From an optimization exercise on the open Yosys and OpenROAD flow, aimed at small area, a short achievable clock period and few clock cycles; shortcuts taken in it are not production practice.
The RTL was checked by simulation tests, not by an equivalence proof against the original design.
Power is estimated from default activity; no workload was simulated.

--- flow/design.v ---
module zz_extract (
    input  wire        clk,
    input  wire        rst,
    input  wire        reg_valid,
    input  wire        reg_we,
    input  wire [7:0]  reg_addr,
    input  wire [31:0] reg_wdata,
    output wire [31:0] reg_rdata,
    output wire        coef_req,
    output wire [15:0] coef_row,
    output wire [15:0] coef_col,
    input  wire [15:0] coef_rdata,
    output reg         pay_we,
    output wire [31:0] pay_addr,
    output reg  [7:0]  pay_wdata
);
    reg        busy, done;
    reg        init;           
    reg [15:0] grid_h, grid_w;
    reg        s_st, s_h, s_w, s_len, s_ol, s_bc;
    reg        req;
    reg [12:0] bxi, byi;       
    reg [2:0]  r, c;           
    reg [4:0]  ech;            
    reg        v1;             
    reg        u2, b2;         
    reg [31:0] tcnt;           
    reg [31:0] len;            
    reg [28:0] outcnt;         
    reg        hdr_ok;
    reg        underrun;
    assign coef_req = req;
    assign coef_row = {byi, r};
    assign coef_col = {bxi, c};
    assign pay_addr = {3'd0, outcnt};
    wire host_wr   = reg_valid && reg_we;
    wire wr_ok     = host_wr && !busy;
    wire wr_ctrl   = wr_ok && (reg_addr == 8'h00);
    wire cmd_start = wr_ctrl && reg_wdata[0];
    wire cmd_clear = wr_ctrl && !reg_wdata[0] && reg_wdata[1];
    wire [12:0] wq = grid_w[15:3];
    wire [2:0]  wr8 = grid_w[2:0];
    wire [12:0] hq = grid_h[15:3];
    wire [2:0]  hr8 = grid_h[2:0];
    wire [12:0] bxi_inc = bxi + 13'd1;
    wire [12:0] byi_inc = byi + 13'd1;
    wire        cx_a = (bxi == wq);
    wire        cx_b = (bxi_inc == wq);
    wire        cy_a = (byi == hq);
    wire        cy_b = (byi_inc == hq);
    wire        lc = (wr8 != 3'd0) ? cx_a : cx_b;
    wire        lb = (hr8 != 3'd0) ? cy_a : cy_b;
    wire [2:0]  cm = lc ? wr8 - 3'd1 : 3'd7;
    wire [2:0]  rm = lb ? hr8 - 3'd1 : 3'd7;
    wire        blk_end = (r == rm) && (c == cm);
    wire        even    = ~(r[0] ^ c[0]);
    reg  [2:0]  nr, nc;
    always @(*) begin
        nr = r; nc = c;
        if (even) begin
            if (c == cm)          nr = r + 3'd1;
            else if (r == 3'd0)   nc = c + 3'd1;
            else begin            nr = r - 3'd1; nc = c + 3'd1; end
        end else begin
            if (r == rm)          nc = c + 3'd1;
            else if (c == 3'd0)   nr = r + 3'd1;
            else begin            nr = r + 3'd1; nc = c - 3'd1; end
        end
    end
    wire        ncm0 = (wr8 == 3'd1) && (lc ? (wq == 13'd0) : cx_b);
    wire        nrm0 = (hr8 == 3'd1) && (lc ? cy_b : lb);
    wire        last = (lc && lb) || (ncm0 && nrm0);
    wire        g_empty = (grid_h == 16'd0) || (grid_w == 16'd0) ||
                          ((grid_h == 16'd1) && (grid_w == 16'd1));
    wire        g_w1    = (grid_w == 16'd1);
    wire usable = !((coef_rdata[15:1] == 15'd0) || (coef_rdata == 16'hFFFF));
    wire pact = hdr_ok && !((len[31:29] == 3'd0) && (len[28:0] == outcnt));
    wire [31:0] status = {20'd0, 3'd0, done && !hdr_ok, 3'd0,
                          hdr_ok && (busy || done), done && underrun,
                          done && !hdr_ok, done, busy};
    assign reg_rdata = ({32{s_st}}  & status)
                     | ({32{s_h}}   & {16'd0, grid_h})
                     | ({32{s_w}}   & {16'd0, grid_w})
                     | ({32{s_len}} & len)
                     | ({32{s_ol}}  & {3'd0, outcnt})
                     | ({32{s_bc}}  & tcnt);
    always @(posedge clk) begin
        s_st  <= (reg_addr == 8'h04);
        s_h   <= (reg_addr == 8'h08);
        s_w   <= (reg_addr == 8'h0C);
        s_len <= (reg_addr == 8'h10);
        s_ol  <= (reg_addr == 8'h14);
        s_bc  <= (reg_addr == 8'h18);
        b2 <= coef_rdata[0];
        if (busy && init) begin
            bxi <= 13'd0;
            byi <= 13'd0;
            r   <= g_w1 ? 3'd1 : 3'd0;
            c   <= g_w1 ? 3'd0 : 3'd1;
        end else if (req) begin
            if (!blk_end) begin
                r <= nr;
                c <= nc;
            end else begin
                bxi <= lc ? 13'd0 : bxi_inc;
                if (lc) byi <= byi_inc;
                r   <= ncm0 ? 3'd1 : 3'd0;
                c   <= ncm0 ? 3'd0 : 3'd1;
            end
        end
        if (u2 && pact) begin
            case (tcnt[2:0])
                3'd0: pay_wdata <= {b2, 7'd0};
                3'd1: pay_wdata[6] <= b2;
                3'd2: pay_wdata[5] <= b2;
                3'd3: pay_wdata[4] <= b2;
                3'd4: pay_wdata[3] <= b2;
                3'd5: pay_wdata[2] <= b2;
                3'd6: pay_wdata[1] <= b2;
                default: pay_wdata[0] <= b2;
            endcase
        end
    end
    always @(posedge clk) begin
        if (rst) begin
            busy     <= 1'b0;
            done     <= 1'b0;
            init     <= 1'b0;
            grid_h   <= 16'd0;
            grid_w   <= 16'd0;
            req      <= 1'b0;
            ech      <= 5'd0;
            v1       <= 1'b0;
            u2       <= 1'b0;
            tcnt     <= 32'd0;
            len      <= 32'd0;
            outcnt   <= 29'd0;
            hdr_ok   <= 1'b0;
            underrun <= 1'b0;
            pay_we   <= 1'b0;
        end else begin
            init <= cmd_start || cmd_clear;
            if (cmd_start) begin
                busy <= 1'b1;
                done <= 1'b0;
            end else if (cmd_clear) begin
                done <= 1'b0;
            end
            if (wr_ok && reg_addr == 8'h08) grid_h <= reg_wdata[15:0];
            if (wr_ok && reg_addr == 8'h0C) grid_w <= reg_wdata[15:0];
            ech <= {ech[3:0], 1'b0};
            if (busy && init) begin
                if (g_empty) ech[0] <= 1'b1;
                else         req    <= 1'b1;
            end else if (req && blk_end && last) begin
                req    <= 1'b0;
                ech[0] <= 1'b1;
            end
            if (ech[4]) begin
                busy <= 1'b0;
                done <= 1'b1;
            end
            v1 <= req;
            u2 <= v1 && usable;
            pay_we <= 1'b0;
            if (init) begin
                tcnt     <= 32'd0;
                len      <= 32'd0;
                outcnt   <= 29'd0;
                hdr_ok   <= 1'b0;
                underrun <= 1'b0;
            end else begin
                if (u2) begin
                    tcnt <= tcnt + 32'd1;
                    if (!hdr_ok) begin
                        len <= {len[30:0], b2};
                        if (tcnt[4:0] == 5'd31) hdr_ok <= 1'b1;
                    end else if (pact && tcnt[2:0] == 3'd7) begin
                        pay_we <= 1'b1;
                    end
                end
                if (pay_we) outcnt <= outcnt + 29'd1;
                if (ech[3] && pact) begin
                    underrun <= 1'b1;
                    if (tcnt[2:0] != 3'd0) pay_we <= 1'b1;
                end
            end
        end
    end
endmodule
--- flow/run.sh ---
#!/bin/bash
# synth_recipe.tcl (not shown) runs the flow's synth.tcl, then flattens the netlist and writes it again
# the make line also repeats each setting of config.mk as NAME=value (left out here)
make -C /OpenROAD-flow-scripts/flow DESIGN_CONFIG=/design/flow/config.mk WORK_HOME=/design/flow/orfs CLKGATE_MAP_FILE= SYNTH_SCRIPT=/design/flow/synth_recipe.tcl finish
--- flow/config.mk ---
export PLATFORM = sky130hd
export DESIGN_NAME = zz_extract
export DESIGN_NICKNAME = zz_extract
export VERILOG_FILES = /design/flow/design.v
export SDC_FILE = /design/flow/constraint.sdc
export NUM_CORES = 4
export LEC_CHECK = 0
export ABC_CLOCK_PERIOD_IN_PS = 3000
export CAP_MARGIN = 20
export CORE_MARGIN = 2
export CORE_UTILIZATION = 40
export SETUP_SLACK_MARGIN = 5
export SLEW_MARGIN = 20
--- flow/constraint.sdc ---
create_clock -name core_clock -period 8.5 [get_ports {clk}]
set_input_delay 1.7000 -clock core_clock [delete_from_list [all_inputs] [get_ports {clk}]]
set_output_delay 1.7000 -clock core_clock [all_outputs]
set_load 0.01 [all_outputs]
==> results of run 1 <==
-- per-layer routing --
metal | vias to the layer above | global-route usage (%) | wire (um)
met5 | - | 0 | 0
met1 | 4412 | 30.5 | 13800
met2 | 277 | 36.2 | 13900
met4 | 0 | 5.98 | 520
met3 | 29 | 3.66 | 1450
li1 | 4541 | - | -
-- timing repair --
action                                  in CTS  in global routing
setup buffers                               10                  1
gates cloned                                 0                  1
endpoints found under the setup margin      85                 96
gates resized for setup                     48                 29
pin swaps                                   18                 15
-- final cells by class --
type / count / area, um2 / share of cell area, %
clock buffers: 19 / 454 / 3.60
well taps: 330 / 413 / 3.27
multi-input cells: 917 / 5920 / 46.9
clock inverters: 13 / 129 / 1.02
inverters: 37 / 143 / 1.13
repair buffers: 168 / 1670 / 13.2
flip-flops and latches: 186 / 3890 / 30.9
-- worst max-delay path: stages (launching register included) --
cell and delay (ns):
dfxtp_4 0.38, clkbuf_16 0.19, a222oi_1 0.40, nand3_1 0.19
buf_2 0.18
-- per-stage QoR --
stage,util (%),cells,power [mW],hold slack [ns],setup slack [ns]
final,50.3,1670,1.73,0.441,5.03
after global placement,47.1,1626,0.952,0.419,4.46
after floorplan,-,1218,0.922,0.402,4.96
after CTS,49.9,1668,1.74,0.442,4.99
after global routing,50.3,1670,1.79,0.464,4.95
after detailed placement,47.1,1626,0.952,0.426,4.43
-- cell usage after synthesis, drive strengths merged, types with 5 or more instances --
cell	number	area [um2]
xor2	89	780
nand4	32	200
a211oi	7	52.6
a32o	10	100
a31oi	5	31.3
edfxtp	14	420
nor4	33	238
xnor2	37	324
and4	11	96.3
buf	19	113
a21oi	57	285
nand2b	11	68.8
o21ai	32	160
a222oi	27	270
ha	25	313
nand3	39	200
clkbuf	59	221
dfxtp	172	3440
nor3	29	156
nand2	164	623
nor2	136	518
o211ai	9	81.3
a22oi	19	143
mux2i	42	445
inv	37	139
nor2b	9	56.3
or3	16	100
and3	24	150
-- power breakdown --
part	internal, mW	switching (mW)
Combinational	0.0236	0.0267
Sequential	0.879	0.00181
Clock	0.428	0.369
Total	1.33	0.398
-- path summary, 6_finish.rpt --
path	end	slack [ns]
hold reg to reg	ech[2]	0.44
setup / recovery	reg_rdata[4]	5.03
setup reg to reg	byi[0]	5.14
hold / removal	ech[2]	0.44
-- flip-flops by register name, indices dropped and copies added, names as in the netlist, 8 cells and up --
register	cells
pay_wdata	8
bxi	13
outcnt	29
grid_h	16
byi	13
grid_w	16
len	32
tcnt	32
-- cells in the final DEF, fill, tap and decap left out, types with 22 or more instances in the layout --
cell type	Yosys	routed
clkdlybuf4s50_1	0	117
a222oi_1	27	27
and3_1	24	23
nor2_1	135	134
a21oi_1	57	57
nor4_1	28	27
nand4_1	32	32
xnor2_1	37	37
dlygate4sd2_1	0	22
ha_1	25	23
inv_1	37	36
o21ai_0	32	31
mux2i_1	40	40
nand3_1	38	37
nor3_1	28	26
xor2_1	89	89
nand2_1	163	163
dfxtp_1	172	160
-- cell families (layout without fill, tap and decap cells) --
family | count (synthesis) | count (layout) | share of synthesized area, %
xor+xnor | 126 | 126 | 10.8
simple gates | 523 | 523 | 25.3
flops | 186 | 186 | 38.0
mux | 45 | 45 | 4.71
other cells | 1 | 3 | 0.0369
buf+inv | 115 | 237 | 4.65
fa+ha+maj | 25 | 25 | 3.08
compound gates | 195 | 195 | 13.4
==> results.sh, run 1 <==
export IMPL_path_class="flop to output port"
export IMPL_synth_cell_types=69
export IMPL_wl_per_cell_um=17.8
export IMPL_hpwlAfterDp_um=21100
export IMPL_synth_edff_count=14
export IMPL_max_slew_worst_pin_slew_ns=0.999
export IMPL_start_util_pct=40.5
export IMPL_timing_critical_path_from="s_len"
export IMPL_ir_drop_uv=111
export IMPL_grt_pass1_wl_um=47100
export IMPL_grt_pass1_vias=8625
export IMPL_numCtsBuffers=17
export IMPL_r2r_cells=13
export IMPL_clk_pin_slew_worst_paths_ns=0.07
export IMPL_htree_num_levels=4
export IMPL_coreArea_mm2=0.0251
export IMPL_cp_max_fo=16
export IMPL_setup_viol=0
export IMPL_grt_overflow_total=0
export IMPL_synth_seq_cells=186
export IMPL_critPathCaptureType="output port"
export IMPL_first_iter_violations=993
export IMPL_ios=166
export IMPL_slew_viol_final=0
export IMPL_holdCritStartpoint="ech[1]"
export IMPL_skew_ns=0.0164
export IMPL_layout_nets=1412
export IMPL_synthCells=1216
export IMPL_routed_wl_um=29700
export IMPL_fp_row_count=58
export IMPL_die_y_um=163
export IMPL_remaining_drc_errors=0
export IMPL_finalHoldViolations=0
export IMPL_clock_path_buffers=2
export IMPL_holdPathStages=1
export IMPL_clockRootBuffer="clkbuf_16"
export IMPL_grt_antenna_before_repair=0
export IMPL_max_slew_margin_pct=33.2
export IMPL_p_per_area_mw_per_mm2=137
export IMPL_synth_ff_type="dfxtp_1"
export IMPL_period_share_pct=40.9
export IMPL_rsz0062_at_grt="true"
export IMPL_syn_area_per_cell_um2=8.37
export IMPL_ys_seq_area_share_pct=38.0
export IMPL_n_antenna_cell=0
export IMPL_cellLeakagePower_nw=4.90
export IMPL_portBuffers=146
export IMPL_place_congestion=0.872
export IMPL_tns_ns=0
export IMPL_min_path_type="flop to flop"
export IMPL_fmax_ghz=0.288
export IMPL_drive_gt1_share_pct=7.54
export IMPL_hold_buffers=0
export IMPL_worstPathRequired_ns=6.80
export IMPL_cts_tree="built"
export IMPL_arrival_ns=1.77
export IMPL_r2r_start="byi[0]"
export IMPL_fillCellCount=2456
export IMPL_dr_total_vias=9259
export IMPL_die_area_mm2=0.0267
export IMPL_async_reset_ff_share_pct=0
export IMPL_fp_dieW_um=163
export IMPL_postLayoutCellArea_mm2=0.0126
export IMPL_area_delta_synth_final_pct=24.1
export IMPL_placed_area_mm2=0.0118
export IMPL_clkLatencyLatePin_ns=0.44
export IMPL_status="no timing/DRC/antenna violations"
export IMPL_yosys_warnings=1
export IMPL_grt_total_usage_pct=22.2
export IMPL_netlist_area_mm2=0.0102
export IMPL_finalCriticalPeriod_ns=3.47
export IMPL_grt_max_degree=97
export IMPL_critPathLaunchType="flop"
export IMPL_dr_pass1_iters=7
export IMPL_cts_num_sinks=186
export IMPL_maxCapViolations=0
export IMPL_route_antenna_remaining_nets=0
export IMPL_vias_per_cell=5.54
Testbench counts, summed over its fixed seeds: cycles 93,674.
==> run 2, diff against run 1 <==
--- a/flow/config.mk
+++ b/flow/config.mk
@@ -6,8 +6,6 @@
 export NUM_CORES = 4
 export LEC_CHECK = 0
-export ABC_CLOCK_PERIOD_IN_PS = 3000
 export CAP_MARGIN = 20
 export CORE_MARGIN = 2
 export CORE_UTILIZATION = 40
-export SETUP_SLACK_MARGIN = 5
 export SLEW_MARGIN = 20
==> results.sh, run 2 <==
export IMPL_place_congestion=0.885
export IMPL_worstPathRequired_ns=8.69
export IMPL_postLayoutCellArea_mm2=0.0124
export IMPL_yosysTopAreaCellShare_pct=33.8
export IMPL_ios=166
export IMPL_muxShareOfSynthArea_pct=4.71
export IMPL_place_ws_ns=4.47
export IMPL_path_class="flop to flop"
export IMPL_first_iter_violations=802
export IMPL_synth_cell_types=69
export IMPL_coreArea_mm2=0.0251
export IMPL_die_area_mm2=0.0267
export IMPL_hold_buffers=0
export IMPL_reg_largest_list="len (32), tcnt (32), outcnt (29)"
export IMPL_power_mw=1.72
export IMPL_drive_gt1_share_pct=4.82
export IMPL_dr_total_vias=9236
export IMPL_p_per_area_mw_per_mm2=139
export IMPL_r2r_start="byi[0]"
export IMPL_synth_seq_cells=186
export IMPL_synth_ff_type="dfxtp_1"
export IMPL_placed_area_mm2=0.0118
export IMPL_remaining_drc_errors=0
export IMPL_setup_ws_ns=4.40
export IMPL_max_slew_worst_pin_slew_ns=1.08
export IMPL_die_y_um=163
export IMPL_layout_cells_most_common_list="dfxtp_1 (171), nand2_1 (163), clkdlybuf4s50_1 (146)"
export IMPL_cellLeakagePower_nw=4.69
export IMPL_wl_per_cell_um=17.5
export IMPL_layout_nets=1400
export IMPL_r2r_cells=11
export IMPL_netlist_area_mm2=0.0102
export IMPL_maxCapViolations=0
export IMPL_clock_path_buffers=2
export IMPL_synthTopCellsByCount="dfxtp_1 (172), nand2_1 (163), nor2_1 (135)"
export IMPL_critPathLaunchType="flop"
export IMPL_cts_num_sinks=186
export IMPL_htree_num_levels=4
export IMPL_grt_antenna_before_repair=0
export IMPL_finalHoldViolations=0
export IMPL_reg2reg_setup_slack_ns=4.40
export IMPL_whs_ns=0.429
export IMPL_min_path_type="flop to flop"
export IMPL_route_antenna_remaining_nets=0
export IMPL_grt_overflow_total=0
export IMPL_cts_tree="built"
export IMPL_syn_area_per_cell_um2=8.37
export IMPL_grt_pass1_wl_um=46400
export IMPL_timing_critical_path_from="byi[0]"
export IMPL_fp_dieW_um=163
export IMPL_yosysTopAreaCell="dfxtp_1"
export IMPL_synth_xor_area_share_pct=10.8
export IMPL_clockRootBuffer="clkbuf_16"
export IMPL_rsz0062_at_grt="false"
export IMPL_r2r_end="c[0]"
export IMPL_clkLatencyLatePin_ns=0.43
export IMPL_fmax_ghz=0.244
export IMPL_synth_edff_count=14
export IMPL_critPathCaptureType="flop"
export IMPL_skew_ns=0.0110
export IMPL_yosysMostFrequentCell="dfxtp_1"
export IMPL_cts_setup_buffers=0
export IMPL_yosys_warnings=1
export IMPL_clk_pin_slew_worst_paths_ns=0.07
export IMPL_start_util_pct=40.5
export IMPL_synth_compound_area_share_pct=13.4
export IMPL_cts_resized=0
export IMPL_grt_pass1_vias=8674
export IMPL_setup_viol=0
export IMPL_hold_end="busy"
export IMPL_routed_wl_um=29100
export IMPL_vias_per_cell=5.57
export IMPL_grt_max_degree=97
export IMPL_numCtsBuffers=17
export IMPL_arrival_ns=4.28
export IMPL_fp_row_count=58
export IMPL_status="no timing/DRC/antenna violations"
export IMPL_holdPathStages=1
export IMPL_area_delta_synth_final_pct=21.7
export IMPL_hpwlAfterDp_um=21100
export IMPL_max_slew_margin_pct=28.1
export IMPL_portBuffers=146
export IMPL_period_share_pct=48.2
export IMPL_ir_drop_uv=101
export IMPL_holdCritStartpoint="ech[4]"
export IMPL_ys_seq_area_share_pct=38.0
export IMPL_slew_viol_final=0
export IMPL_tns_ns=0
export IMPL_synthAdderAreaFrac_pct=3.08
export IMPL_cp_max_fo=17
export IMPL_n_antenna_cell=0
export IMPL_dr_pass1_iters=7
export IMPL_synthSimpleGateAreaFrac_pct=25.3
export IMPL_fillCellCount=2449
export IMPL_synthTopCellsByArea="dfxtp_1 (34%), xor2_1 (7.7%), nand2_1 (6.0%)"
export IMPL_synthCells=1216
export IMPL_async_reset_ff_share_pct=0
export IMPL_grt_total_usage_pct=21.7
export IMPL_synth_top_family_by_area="simple AND/OR/NAND/NOR gates"
export IMPL_finalCriticalPeriod_ns=4.10
export IMPL_final_common_cell="dfxtp_1"
-- run 2: area by class of cell --
| class | instances | area [um2] | share of cell area, % |
|---|---|---|---|
| clock buffers | 21 | 450 | 3.64 |
| clock inverters | 11 | 121 | 0.980 |
| inverters | 37 | 139 | 1.12 |
| multi-input cells | 917 | 5850 | 47.3 |
| flip-flops and latches | 186 | 3860 | 31.2 |
| well taps | 330 | 413 | 3.34 |
| repair buffers | 156 | 1540 | 12.4 |
-- run 2: cell families (layout without fill, tap and decap cells) --
family	Yosys count	count (layout)
buffers and inverters	115	225
adder cells (fa/ha/maj)	25	25
AND/OR/NAND/NOR	523	523
multiplexers	45	45
AO/OA/AOI/OAI	195	195
other	1	3
flip-flops	186	186
XOR/XNOR	126	126
-- run 2: worst max path at each step --
stage	endpoint	depth (start not counted)
final	c[0]	11
after global routing	c[0]	11
after CTS	reg_rdata[1]	3
after detailed placement	c[0]	11
after global placement	c[0]	11
after floorplan	grid_w[10]	6
-- run 2: where the power goes --
group | total (mW) | internal, mW | switching, mW
registers | 0.883 | 0.881 | 0.00181
clock network | 0.793 | 0.441 | 0.352
logic | 0.0487 | 0.0229 | 0.0259
-- run 2: per-layer routing --
metal	global-route usage, %	vias up	share of wire [%]	routed length, um
li1	-	4517	-	-
met1	29.7	4420	46	13400
met2	36.1	267	47	13700
met3	3.22	32	5.2	1510
met4	5.50	0	1.7	502
met5	0	-	0	0
-- run 2: metrics by stage --
stage | instances | util (%)
after global routing | 1658 | 49.3
after detailed placement | 1626 | 47.0
final | 1658 | 49.3
after global placement | 1626 | 47.0
after floorplan | 1218 | -
after CTS | 1658 | 49.3
-- run 2: worst max-delay path: stages, from the launching register on --
cell	delay (ns)
dfxtp_1	0.55
ha_1	0.37
and3_1	0.34
and4_1	0.22
o211ai_1	0.09
or3_1	0.36
or2_2	0.36
mux2i_4	0.21
o211ai_4	0.59
nor2_1	0.17
or3_1	0.35
a31o_2	0.25
==> run 3, diff against run 2 <==
==> flow/flow/run.sh (new file) <==
#!/bin/bash
# The standard layout (standard.sh), with the port buffers made of
# sky130_fd_sc_hd__buf_1 cells. make's full output goes to flow_make.log;
# ORFS keeps each step's own log under orfs/logs/.
set -uo pipefail
bash standard.sh "BUFFER_PORTS_ARGS=-buffer_cell sky130_fd_sc_hd__buf_1" finish > flow_make.log 2>&1
==> flow/standard.sh (new file) <==
#!/bin/bash
# synth_recipe.tcl (not shown) runs the flow's synth.tcl, then flattens the netlist and writes it again
# the make line also repeats each setting of config.mk as NAME=value (left out here)
make -C /OpenROAD-flow-scripts/flow DESIGN_CONFIG=/design/flow/config.mk WORK_HOME=/design/flow/orfs CLKGATE_MAP_FILE= SYNTH_SCRIPT=/design/flow/synth_recipe.tcl "${@:-finish}"
--- a/flow/config.mk
+++ b/flow/config.mk
@@ -6,6 +6,8 @@
 export NUM_CORES = 4
 export LEC_CHECK = 0
+export ABC_CLOCK_PERIOD_IN_PS = 3000
 export CAP_MARGIN = 20
 export CORE_MARGIN = 2
 export CORE_UTILIZATION = 40
+export SETUP_SLACK_MARGIN = 5
 export SLEW_MARGIN = 20
removed: flow/run.sh
==> results.sh, run 3 <==
export IMPL_status="no timing/DRC/antenna violations"
export IMPL_clk_pin_slew_worst_paths_ns=0.07
export IMPL_ys_seq_area_share_pct=38.0
export IMPL_rsz0062_at_grt="false"
export IMPL_clkLatencyLatePin_ns=0.44
export IMPL_finalCriticalPeriod_ns=3.38
export IMPL_cts_tree="built"
export IMPL_yosysTopAreaCell="dfxtp_1"
export IMPL_skew_ns=0.0158
export IMPL_max_slew_worst_pin_slew_ns=1.11
export IMPL_layout_cells_most_common_list="nand2_1 (163), dfxtp_1 (158), buf_1 (144)"
export IMPL_p_per_area_mw_per_mm2=153
export IMPL_sw_frac_of_total_pct=21.5
export IMPL_ios=166
export IMPL_clockPowerShare_pct=49.0
export IMPL_yosysMostFrequentCell="dfxtp_1"
export IMPL_maxCapViolations=0
export IMPL_htree_num_levels=4
export IMPL_critical_path_buf_inv_count=2
export IMPL_critPathLaunchType="flop"
export IMPL_die_area_mm2=0.0267
export IMPL_clock_path_buffers=2
export IMPL_p_int_mw=1.41
export IMPL_portBuffers=146
export IMPL_layout_nets=1412
export IMPL_synth_edff_count=14
export IMPL_route_antenna_remaining_nets=0
export IMPL_ir_drop_uv=101
export IMPL_min_path_type="flop to flop"
export IMPL_remaining_drc_errors=0
export IMPL_grt_pass1_wl_um=46200
export IMPL_critical_path_slowest_cell="a222oi_1"
export IMPL_cp_max_fo=5
export IMPL_grt_total_usage_pct=21.8
export IMPL_yosysTopAreaCellShare_pct=33.8
export IMPL_die_y_um=163
export IMPL_tns_ns=0
export IMPL_critPathMaxStageDelay_ns=0.40
export IMPL_setup_viol=0
export IMPL_net_switching_power_uw=386
export IMPL_area_delta_synth_final_pct=15.8
export IMPL_period_share_pct=39.8
export IMPL_arrival_ns=1.68
export IMPL_combPwrFrac_pct=2.0
export IMPL_fp_row_count=58
export IMPL_fp_dieW_um=163
export IMPL_postLayoutCellArea_mm2=0.0118
export IMPL_async_reset_ff_share_pct=0
export IMPL_slew_viol_final=0
export IMPL_yosys_warnings=1
export IMPL_netlist_area_mm2=0.0102
export IMPL_critPathCaptureType="output port"
export IMPL_synth_seq_cells=186
export IMPL_n_antenna_cell=0
export IMPL_drive_gt1_share_pct=7.39
export IMPL_fmax_ghz=0.295
export IMPL_dr_pass1_iters=6
export IMPL_routed_wl_um=29000
export IMPL_clockRootBuffer="clkbuf_16"
export IMPL_finalHoldViolations=0
export IMPL_dr_total_vias=9204
export IMPL_worstPathRequired_ns=6.80
export IMPL_start_util_pct=40.5
export IMPL_first_iter_violations=907
export IMPL_numCtsBuffers=17
export IMPL_path_class="flop to output port"
export IMPL_cts_num_sinks=186
export IMPL_hpwlAfterDp_um=20900
export IMPL_grt_overflow_total=0
export IMPL_synth_cell_types=69
export IMPL_syn_area_per_cell_um2=8.37
export IMPL_pwr_share_seq_pct=49.0
export IMPL_grt_antenna_before_repair=0
export IMPL_synthTopCellsByArea="dfxtp_1 (34%), xor2_1 (7.7%), nand2_1 (6.0%)"
export IMPL_placed_area_mm2=0.0109
export IMPL_wl_per_cell_um=17.4
export IMPL_max_slew_margin_pct=26.1
export IMPL_worst_path_dominant_cell_family="compound AO/OA/AOI/OAI gates"
export IMPL_coreArea_mm2=0.0251
export IMPL_reg_largest_list="len (32), tcnt (32), outcnt (29)"
export IMPL_crit_path_cell_trace="buf_12, a222oi_1, nand3_1, buf_2"
export IMPL_synthTopCellsByCount="dfxtp_1 (172), nand2_1 (163), nor2_1 (135)"
export IMPL_synthCells=1216
export IMPL_grt_max_degree=97
export IMPL_place_congestion=0.886
export IMPL_final_common_cell="nand2_1"
export IMPL_vias_per_cell=5.51
export IMPL_grt_pass1_vias=8711
export IMPL_cellLeakagePower_nw=4.45
export IMPL_synth_ff_type="dfxtp_1"
-- run 3: cell counts after synthesis --
Identical to the previous run, type by type.
-- run 3: area by class of cell --
class                           count  area, um2
Clock buffer                       17        425
Clock inverter                     15        218
Fill cell                        2527      13300
Inverter                           37        143
Multi-Input combinational cell    917       5910
Sequential cell                   186       3900
Tap cell                          330        413
Timing Repair Buffer              168        774
-- run 3: through the flow --
stage | instances | hold WS (ns) | setup slack, ns | util (%) | power (mW)
after floorplan | 1218 | 0.402 | 4.96 | - | 0.922
final | 1670 | 0.426 | 5.12 | 46.9 | 1.80
after CTS | 1663 | 0.430 | 5.01 | 46.3 | 1.82
after global routing | 1670 | 0.452 | 5.01 | 46.9 | 1.86
after detailed placement | 1625 | 0.421 | 4.50 | 43.4 | 0.938
after global placement | 1625 | 0.415 | 4.50 | 43.4 | 0.938
-- run 3: power by group through the flow --
stage | sequential (mW) | combinational [mW] | clock (mW)
6_report | 0.881 | 0.0357 | 0.881
5_1_grt | 0.881 | 0.0395 | 0.936
4_1_cts | 0.882 | 0.0354 | 0.897
3_5_place_dp | 0.903 | 0.0353 | 0
3_3_place_gp | 0.903 | 0.0349 | 0
2_1_floorplan | 0.902 | 0.0198 | 0
-- run 3: kinds of logic after synthesis --
logic type / synth area share [%]
flip-flops: 38.0
XOR/XNOR: 10.8
multiplexers: 4.71
adder cells (fa/ha/maj): 3.08
AND/OR/NAND/NOR: 25.3
AO/OA/AOI/OAI: 13.4
buffers and inverters: 4.65
other: 0.0369
-- run 3: path summary, 6_finish.rpt --
check	startpoint	end	slack, ns	cells past startpoint
max	s_len	reg_rdata[4]	5.12	4
min	ech[4]	busy	0.43	1
min reg2reg	ech[4]	busy	0.43	1
max reg2reg	byi[1]	r[0]	5.17	12
-- run 3: per-layer routing --
metal  track usage (%)  vias up  wire (um)
met5                 0        -          0
met4              4.98        0        342
met3              4.47       16       1730
met2              36.3      278      13800
met1              28.9     4369      13100
li1                  -     4541          -
-- run 3: repair_timing --
item                                    4_1_cts  5_1_grt
pin swaps                                     5        6
gates resized for setup                      11       29
setup buffers                                 6        6
endpoints found under the setup margin       65       39
hold buffers                                  0        0
hold endpoints to repair                      0        0
gates cloned                                  0        1
==> run 4, diff against run 3 <==
==> flow/flow/run.sh (replaced) <==
#!/bin/bash
# The standard layout (standard.sh), with the port buffers made of
# sky130_fd_sc_hd__buf_1 cells and a larger setup repair margin.
# make's full output goes to flow_make.log; ORFS keeps each step's own log
# under orfs/logs/.
set -uo pipefail
bash standard.sh "BUFFER_PORTS_ARGS=-buffer_cell sky130_fd_sc_hd__buf_1" SETUP_SLACK_MARGIN=6 finish > flow_make.log 2>&1
--- a/flow/config.mk
+++ b/flow/config.mk
@@ -6,5 +6,4 @@
 export NUM_CORES = 4
 export LEC_CHECK = 0
-export ABC_CLOCK_PERIOD_IN_PS = 3000
 export CAP_MARGIN = 20
 export CORE_MARGIN = 2
==> results.sh, run 4 <==
export IMPL_wl_per_cell_um=18.4
export IMPL_grt_pass1_wl_um=50500
export IMPL_arrival_ns=1.65
export IMPL_rsz0062_at_grt="true"
export IMPL_reg_largest_list="len (32), tcnt (32), outcnt (29)"
export IMPL_skew_ns=0.0152
export IMPL_finalHoldViolations=0
export IMPL_layout_cells_non_filler=1778
export IMPL_seqCellArea_mm2=0.00410
export IMPL_min_path_type="flop to flop"
export IMPL_r2r_start="byi[1]"
export IMPL_synth_cell_types=69
export IMPL_slew_viol_final=0
export IMPL_setup_ws_ns=5.15
export IMPL_ir_drop_uv=116
export IMPL_tns_ns=0
export IMPL_clkLatencyLatePin_ns=0.44
export IMPL_netlist_area_mm2=0.0102
export IMPL_die_y_um=163
export IMPL_area_delta_synth_final_pct=37.6
export IMPL_first_iter_violations=1065
export IMPL_cpMostUsedCell="buf_12"
export IMPL_htree_num_levels=4
export IMPL_synthAdderAreaFrac_pct=3.08
export IMPL_synthTopCellsByCount="dfxtp_1 (172), nand2_1 (163), nor2_1 (135)"
export IMPL_ys_seq_area_share_pct=38.0
export IMPL_grt_pass1_vias=9272
export IMPL_synth_edff_count=14
export IMPL_r2r_cells=12
export IMPL_reg2reg_setup_slack_ns=5.27
export IMPL_maxCapViolations=0
export IMPL_synth_xor_area_share_pct=10.8
export IMPL_n_antenna_cell=0
export IMPL_p_per_area_mw_per_mm2=126
export IMPL_synth_compound_area_share_pct=13.4
export IMPL_syn_area_per_cell_um2=8.37
export IMPL_cts_tree="built"
export IMPL_cp_max_fo=8
export IMPL_holdPathStages=1
export IMPL_cellLeakagePower_nw=5.71
export IMPL_status="no timing/DRC/antenna violations"
export IMPL_fmax_ghz=0.299
export IMPL_ios=166
export IMPL_start_util_pct=40.5
export IMPL_period_share_pct=39.4
export IMPL_clockRootBuffer="clkbuf_16"
export IMPL_cts_num_sinks=186
export IMPL_place_ws_ns=4.71
export IMPL_path_class="flop to output port"
export IMPL_routed_wl_um=32600
export IMPL_layout_cells_most_common_list="nand2_1 (155), nor2_1 (127), dfxtp_1 (101)"
export IMPL_dr_total_vias=9872
export IMPL_die_area_mm2=0.0267
export IMPL_yosysTopAreaCellShare_pct=33.8
export IMPL_setup_viol=0
export IMPL_grt_max_degree=97
export IMPL_layout_nets=1520
export IMPL_max_slew_margin_pct=54.3
export IMPL_critical_path_slowest_cell="dfxtp_4"
export IMPL_clk_pin_slew_worst_paths_ns=0.07
export IMPL_route_antenna_remaining_nets=0
export IMPL_yosysMostFrequentCell="dfxtp_1"
export IMPL_synth_seq_cells=186
export IMPL_synth_top_family_by_area="simple AND/OR/NAND/NOR gates"
export IMPL_yosys_warnings=1
export IMPL_r2r_end="c[0]"
export IMPL_portBuffers=146
export IMPL_grt_total_usage_pct=23.8
export IMPL_power_mw=1.76
export IMPL_clock_path_buffers=2
export IMPL_synthTopCellsByArea="dfxtp_1 (34%), xor2_1 (7.7%), nand2_1 (6.0%)"
export IMPL_synthCells=1216
export IMPL_dr_pass1_iters=7
export IMPL_yosysTopAreaCell="dfxtp_1"
export IMPL_numCtsBuffers=17
export IMPL_place_congestion=0.877
export IMPL_holdCritStartpoint="ech[4]"
export IMPL_coreArea_mm2=0.0251
export IMPL_hold_end="busy"
export IMPL_synthSimpleGateAreaFrac_pct=25.3
export IMPL_synth_ff_type="dfxtp_1"
export IMPL_worstPathRequired_ns=6.80
export IMPL_fp_row_count=58
export IMPL_fillCellCount=2314
export IMPL_dp_cells=1624
export IMPL_fp_dieW_um=163
export IMPL_crit_path_cell_trace="buf_12, buf_12, a221oi_2, nand2_1, buf_2"
export IMPL_grt_overflow_total=0
export IMPL_max_slew_worst_pin_slew_ns=0.684
export IMPL_multi_input_area_mm2=0.00644
export IMPL_async_reset_ff_share_pct=0
export IMPL_grt_antenna_before_repair=0
export IMPL_vias_per_cell=5.55
export IMPL_critPathCaptureType="output port"
export IMPL_finalCriticalPeriod_ns=3.35
export IMPL_critPathMaxStageDelay_ns=0.39
export IMPL_critPathLaunchType="flop"
export IMPL_drive_gt1_share_pct=30.0
export IMPL_hpwlAfterDp_um=21100
export IMPL_muxShareOfSynthArea_pct=4.71
export IMPL_final_common_cell="nand2_1"
export IMPL_remaining_drc_errors=0
[run 4: cell count changes in the layout (fill, tap and decap cells not counted), moves of 19 or more]
cell,delta
dfxtp_1,-57
dfxtp_4,+54
buf_6,+57
clkbuf_2,+19
buf_1,-90
buf_2,+30
buf_4,+72
[run 4: area by class of cell]
type | instances | share of cell area, %
Multi-Input combinational cell | 917 | 46.0
Timing Repair Buffer | 276 | 16.2
Clock inverter | 14 | 1.24
Inverter | 37 | 0.993
Clock buffer | 18 | 3.22
Tap cell | 330 | 2.95
Sequential cell | 186 | 29.3
[run 4: logic make-up after synthesis]
family,after synthesis
flip-flops,186
multiplexers,45
AND/OR/NAND/NOR,523
buffers and inverters,115
AO/OA/AOI/OAI,195
XOR/XNOR,126
other,1
adder cells (fa/ha/maj),25
[run 4: what timing repair did]
item                       in CTS  in global routing
pin swaps                      42                 43
setup endpoints to repair     271                191
gates resized for setup       271                116
hold buffers                    0                  0
buffers inserted               65                 52
cloned                          4                  1
[run 4: critical path, delay by kind of cell (launching register included)]
kind | cells | cell delay, ns
flops | 1 | 0.39
buf+inv | 3 | 0.46
simple gates | 1 | 0.12
compound gates | 1 | 0.25
[run 4: routing by layer]
| layer | vias up | global-route usage (%) | wire (um) |
|---|---|---|---|
| met5 | - | 0 | 0 |
| met4 | 0 | 7.18 | 578 |
| met3 | 36 | 3.81 | 1740 |
| met2 | 328 | 40.4 | 16400 |
| met1 | 4746 | 31.1 | 13900 |
| li1 | 4762 | - | - |
[run 4: report_power, final]
group | switching, mW | total, mW | internal, mW
clock network | 0.388 | 0.853 | 0.465
registers | 0.00144 | 0.863 | 0.861
logic | 0.0298 | 0.0457 | 0.0160
[run 4: metrics by stage]
| step | cell area (um2) | util (%) | hold slack [ns] |
|---|---|---|---|
| 3_5_place_dp | 11100 | 44.3 | 0.424 |
| 4_1_cts | 13200 | 52.5 | 0.433 |
| 3_3_place_gp | 11100 | 44.3 | 0.420 |
| 2_1_floorplan | 10700 | - | 0.402 |
| 6_report | 14000 | 55.7 | 0.433 |
| 5_1_grt | 14000 | 55.7 | 0.445 |
[run 4: worst max path at each step]
stage,start,to,slack (ns),cells past startpoint
4_1_cts,s_len,reg_rdata[4],5.09,4
6_report,s_bc,reg_rdata[2],5.15,5
5_1_grt,s_len,reg_rdata[4],5.05,4
3_3_place_gp,byi[2],c[0],4.75,10
2_1_floorplan,reg_addr[5],grid_w[10],5.33,6
3_5_place_dp,byi[2],c[0],4.71,10

what the ideal ports hide:
The results above use ideal ports. As a check the final layouts listed here were re-extracted and re-timed, cells and wires unchanged.
Step 1 (the two cells are an assumption about what drives the block):
set clk [get_ports {clk}]
set_driving_cell -lib_cell sky130_fd_sc_hd__clkbuf_16 $clk
set_driving_cell -lib_cell sky130_fd_sc_hd__buf_2 [delete_from_list [all_inputs] $clk]
Step 2 adds t to the input delays and takes it off the output delays; t is the mean of the earliest and latest rising clock arrival at the registers after step 1. Input paths then give back, and output paths get back, about the clock's delay inside the block.
a / b / c = ideal ports / drivers / drivers and shift; a / b = the first two.
run	t, ns	slack for setup (ns)	worst slew at a driven data input, ns
run 1	0.480	5.026 / 4.975 / 4.728	0.04
run 2	0.476	4.402 / 4.402 / 4.402	0.05
run 3	0.483	5.115 / 5.067 / 4.731	0.04
run 4	0.478	5.152 / 5.102 / 5.274	0.06
After both steps setup and hold are still met in every run listed. The setup slack of run 3, which loses most, moves by -0.048 ns with the drivers and by -0.384 ns with both steps.
